This design comes from an exercise in tuning for small area, a short achievable clock period and few clock cycles per item on the open sky130 flow, not from production work.
Function was not checked in any run shown here: the RTL went through the layout flow alone.
Power is estimated from default activity; no workload was simulated.

==> flow/design.v (outline; a module is shown in full before it is edited, if it fits) <==
// module chirp_correlator: 933 lines
// module csa_fa: 4 lines
// module chirp_radar_ranger: 214 lines
module chirp_radar_ranger (
    input  wire        clk,
    input  wire        rst,
    input  wire        key_valid,
    input  wire [7:0]  key_char,
    input  wire        in_valid,
    output wire        in_ready,
    input  wire [15:0] mic,
    input  wire [31:0] now,
    output reg         out_valid,
    input  wire        out_ready,
    output wire [15:0] out_left,
    output reg         out_last,
    output reg         ev_valid,
    output reg         ev_kind,       
    output reg  [7:0]  ev_char,
    output wire [5:0]  ev_index,
    output reg  [13:0] ev_dist,       
    output wire [27:0] ev_amp
);
  // ...
==> flow/flow/run.sh <==
#!/bin/bash
# The standard layout (the standard.sh: the standard synthesis,
# floorplan, placement, CTS, routing) at the design's clock period and
# constraints, with two settings passed on to ORFS:
#  - SETUP_SLACK_MARGIN: the resizer's setup repair aims for this much
#    slack, so it works the paths down towards the period the design can
#    reach rather than stopping once the design's period is met;
#  - BUFFER_PORTS_ARGS: the cell used for the buffer every port gets.
# The make output goes to standard_make.log; ORFS's own logs are kept under
# orfs/logs.
set -euo pipefail
MARGIN=$(cat flow/margin.txt)
PORTBUF=$(cat flow/portbuf.txt)
bash standard.sh "SETUP_SLACK_MARGIN=$MARGIN" "BUFFER_PORTS_ARGS=-buffer_cell $PORTBUF" finish > standard_make.log 2>&1
==> flow/flow/margin.txt <==
9.1
==> flow/flow/portbuf.txt <==
sky130_fd_sc_hd__buf_2
==> flow/standard.sh <==
#!/bin/bash
# synth_recipe.tcl (not shown) runs the flow's synth.tcl, then flattens the netlist and writes it again
# the make line also repeats each setting of config.mk as NAME=value (left out here)
make -C /OpenROAD-flow-scripts/flow DESIGN_CONFIG=/design/flow/config.mk WORK_HOME=/design/flow/orfs CLKGATE_MAP_FILE= SYNTH_SCRIPT=/design/flow/synth_recipe.tcl "${@:-finish}"
==> flow/config.mk <==
export PLATFORM = sky130hd
export DESIGN_NAME = chirp_radar_ranger
export DESIGN_NICKNAME = chirp_radar_ranger
export VERILOG_FILES = /design/flow/design.v
export SDC_FILE = /design/flow/constraint.sdc
export NUM_CORES = 4
export LEC_CHECK = 0
export CAP_MARGIN = 20
export CORE_MARGIN = 2
export CORE_UTILIZATION = 40
export CTS_CLUSTER_DIAMETER = 80
export CTS_CLUSTER_SIZE = 24
export SLEW_MARGIN = 20
export SYNTH_HIERARCHICAL = 1
==> flow/constraint.sdc <==
create_clock -name core_clock -period 13.0 [get_ports {clk}]
set_input_delay 2.6000 -clock core_clock [delete_from_list [all_inputs] [get_ports {clk}]]
set_output_delay 2.6000 -clock core_clock [all_outputs]
set_load 0.01 [all_outputs]
==> results.json, run 1 <==
{
  "yosys.area_share.simple": 0.0479,
  "power.total_w": 0.00898,
  "path_cells": "fa_1 -> fa_1 -> fa_2 -> fa_1 -> fa_1 -> fa_1",
  "largest_reg_flops": 224,
  "seq_area_sq_um": 15500,
  "path_max_fanout": 4,
  "wl_mm": 89.3,
  "wirelength_met1_mm": 36.9,
  "die_y_um": 306,
  "yosys_warnings": 9,
  "hold_viol_final": 0,
  "biggestRegsByFlops": "u_corr.win (224), next_tx (32), now0 (32)",
  "grt_first_pass_wirelength_mm": 136,
  "clockBufferDepth": 3,
  "power_frac_comb": 0.565,
  "port_buffers": 135,
  "switchingPower_w": 0.00369,
  "final.fill_count": 7951,
  "fin_crit_sh": 0.299,
  "path_buf_inv": 0,
  "place_congestion": 0.933,
  "drive_gt1_frac": 0.120,
  "placedCellCount": 3696,
  "ys_top_cells_by_area": "fa_1 (37%), edfxtp_1 (25%), dfxtp_1 (17%), ha_1 (5.2%), inv_1 (2.2%)",
  "status": "finished clean",
  "fin_area_sq_um": 40400,
  "critPathArrivalTime_ns": 4.33,
  "num_rows": 110,
  "synth_mux_area_frac": 0.0107,
  "buffers_excl_clock": 174,
  "cts-root-buf": "clkbuf_16",
  "ys_seq_elements": 622,
  "grt_start_max_net_pins": 96
}
==> run 2, diff against run 1 <==
==> flow/flow/portbuf.txt (replaced) <==
sky130_fd_sc_hd__buf_1
--- a/flow/config.mk
+++ b/flow/config.mk
@@ -9,6 +9,6 @@
 export CORE_MARGIN = 2
 export CORE_UTILIZATION = 40
-export CTS_CLUSTER_DIAMETER = 80
-export CTS_CLUSTER_SIZE = 24
+export CTS_CLUSTER_DIAMETER = 90
+export CTS_CLUSTER_SIZE = 30
 export SLEW_MARGIN = 20
 export SYNTH_HIERARCHICAL = 1
==> results.json, run 2 <==
{
  "ys.flop_type": "dfxtp_1",
  "largest_reg_flops": 224,
  "yosys-top-cells-count": "fa_1 (669), dfxtp_1 (318), edfxtp_1 (304)",
  "skew_ns": 0.0549,
  "area_growth_pct": 9.19,
  "synth_top_cell_by_area": "fa_1",
  "crit_type": "reg -> out",
  "cellLeakagePower_nw": 14.8,
  "hold_path_depth": 2,
  "max_stage_delay_ns": 0.49,
  "io_pins": 138,
  "tightest_slew_ns": 1.02,
  "period_minus_slack_ns": 3.88,
  "reg2reg_setup_slack_ns": 9.15,
  "layout.cells.most_common": "fa_1",
  "crit_start": "u_corr.amp[6]",
  "wl_mm": 88.6,
  "path_cells": "clkbuf_2",
  "synth_most_common_cell": "fa_1",
  "drive_gt1_frac": 0.0624,
  "hp-start": "u_corr.fl[1]",
  "dp_slack_ns": 8.35,
  "cp_top_family": "flip-flops",
  "fin_area_sq_um": 40000,
  "slowest_stage": "edfxtp_1",
  "initialDrtViolationCount": 1554,
  "synth_cell_types": 80,
  "numClockSinks": 622,
  "relSlewSlack": 0.317,
  "status": "finished clean",
  "seq_area_sq_um": 15500,
  "die_w_um": 306,
  "port_buffers": 135,
  "netlist_area_sq_um": 36600,
  "antenna_found_initial": 1,
  "insertion_delay_ns": 0.61,
  "ys_async_sr_fraction": 0,
  "largest_register": "u_corr.win",
  "worst_slack_ns": 9.12,
  "crit_required_ns": 10.40,
  "clk_pin_slew_ns": 0.11,
  "dp_hpwl_mm": 72.5,
  "yosys_warnings": 9,
  "ys_seq_elements": 622,
  "end_kind": "output port",
  "cts_tree": "done",
  "synth_edf_count": 304,
  "synthDominantCellAreaShare": 0.366,
  "ff2ff_path_depth": 6,
  "start_util": 0.405,
  "drc": 0,
  "netlist_instances": 2424,
  "fin_nets": 3453,
  "core_sq_um": 90300,
  "hold_path_class": "reg -> reg",
  "placedCellCount": 3696,
  "grt_usage": 0.195,
  "r2r-start": "u_corr.win[2][10]",
  "placed_area_sq_um": 38500,
  "start_kind": "flip-flop",
  "grt_pass1_vias": 21351,
  "final.fill_count": 8008,
  "critPathArrivalTime_ns": 1.28,
  "cts-root-buf": "clkbuf_16",
  "hold_viol_final": 0,
  "multiInputGateArea_sq_um": 20200,
  "overflow": 0,
  "place_congestion": 0.954,
  "instances_no_fill": 3774,
  "post_drt_via_cell_ratio": 5.07,
  "syn_avg_cell_area_sq_um": 15.1,
  "path_buf_inv": 1,
  "grt_first_pass_wirelength_mm": 136,
  "h-tree-depth": 2,
  "path_max_fanout": 2,
  "die_area_sq_um": 93900,
  "cts_made_buffers": 34,
  "ys_top_cells_by_area": "fa_1 (37%), edfxtp_1 (25%), dfxtp_1 (17%), ha_1 (5.2%), inv_1 (2.2%)",
  "crit_end": "ev_amp[6]",
  "vdd_drop_max_uv": 346,
  "crit_cells": 1,
  "power.density_nw_per_um2": 222,
  "num_rows": 110,
  "r2r_end": "u_corr.p1_15_4",
  "finalSetupTns_ns": 0,
  "biggestRegsByFlops": "u_corr.win (224), next_tx (32), now0 (32)",
  "antenna_left": 0,
  "antenna_cells": 0,
  "clockBufferDepth": 3,
  "firstDrtPassIters": 5,
  "slew_viol_final": 0,
  "vias": 19129,
  "yosysSeqAreaShare": 0.423,
  "wire_per_inst_um": 23.5,
  "mostFrequentLayoutCells": "fa_1 (668), dfxtp_1 (316), edfxtp_1 (304), inv_1 (210), ha_1 (147)",
  "fin_crit_sh": 0.298,
  "finalSetupViolCount": 0,
  "fmax_mhz": 258,
  "rsz0062_at_grt": "yes",
  "drv_cap": 0,
  "grt_start_max_net_pins": 112,
  "die_y_um": 306
}
## run 2: worst min-delay path by stage
stage	to	slack, ns
detailed placement	u_corr.done	0.42
CTS	u_corr.done	0.44
global placement	u_corr.done	0.43
finish	u_corr.done	0.43
global route	u_corr.done	0.47
floorplan	u_corr.p1_0_3	0.37
## run 2: area by class of cell
| class | count | area share |
|---|---|---|
| clock buffers | 39 | 0.0234 |
| clock inverters | 23 | 0.00855 |
| inverters | 212 | 0.0200 |
| multi-input cells | 1545 | 0.506 |
| flip-flops and latches | 622 | 0.388 |
| well taps | 1176 | 0.0368 |
| repair buffers | 157 | 0.0173 |
## run 2: cell families after synthesis
kind of cell | share of synthesized area
buffers and inverters | 0.0286
AOI/OAI and AO/OA | 0.0447
adders and majority gates | 0.418
xor gates and xnor gates | 0.0270
muxes | 0.0107
DFF | 0.423
and+or+nand+nor | 0.0479
other | 0.000102
## run 2: what timing repair did
action / 4_1_cts / 5_1_grt
endpoints found under the setup margin: 18 / 40
gates resized for setup: 15 / 25
pin swaps: 5 / 14
setup buffers: 3 / 13
hold buffers: 0 / 0
## run 2: modules after synthesis (local to each module, per instance)
module              cell area, sq um  cells
csa_fa                          20.0      1
chirp_correlator               15000    995
chirp_radar_ranger              8340    769
## run 2: routing by layer
| layer | track usage | share of wire | vias to the layer above |
|---|---|---|---|
| met5 | 0 | 0 | - |
| met4 | 0.0482 | 0.024 | 0 |
| met3 | 0.0396 | 0.062 | 105 |
| met2 | 0.329 | 0.49 | 566 |
| met1 | 0.259 | 0.42 | 10116 |
| li1 | - | - | 8342 |
## run 2: power breakdown
| group | internal (W) | switching [W] |
|---|---|---|
| Clock | 0.000591 | 0.000744 |
| Combinational | 0.00226 | 0.00278 |
| Sequential | 0.00234 | 0.000140 |
## run 2: per-stage QoR
step,total power [W],hold slack (ns),util
2_1_floorplan,0.00623,0.369,-
3_3_place_gp,0.00722,0.432,0.426
3_5_place_dp,0.00733,0.421,0.426
4_1_cts,0.00882,0.437,0.441
5_1_grt,0.00969,0.473,0.443
6_report,0.00886,0.432,0.443

[re-timing with driven ports]
How much do the figures lean on ideal ports? The routed layouts below were timed once more, with nothing changed but the port constraints.
Step 1 assumes that a clkbuf_16 drives the clock port and a buf_2 every other input.
Step 2 moves the port delays by t, midway between the first and last clock arrival at a register: inputs arrive t later, outputs are due t later. That takes back most of the time a late clock gives input paths.
Slacks: no drivers / after step 1 / after step 2; pairs: no drivers / after step 1.
run	t, ns	setup WS [ns]	hold WS [ns]	worst data-port slew with drivers (ns)
run 1	0.654	9.107 / 9.059 / 8.647	0.428 / 0.428 / 0.428	0.08
run 2	0.653	9.123 / 9.057 / 8.622	0.432 / 0.432 / 0.432	0.07
After both steps every run listed still meets setup and hold. The setup slack of run 2, which loses most, moves by -0.066 ns with the drivers and by -0.501 ns with both steps.
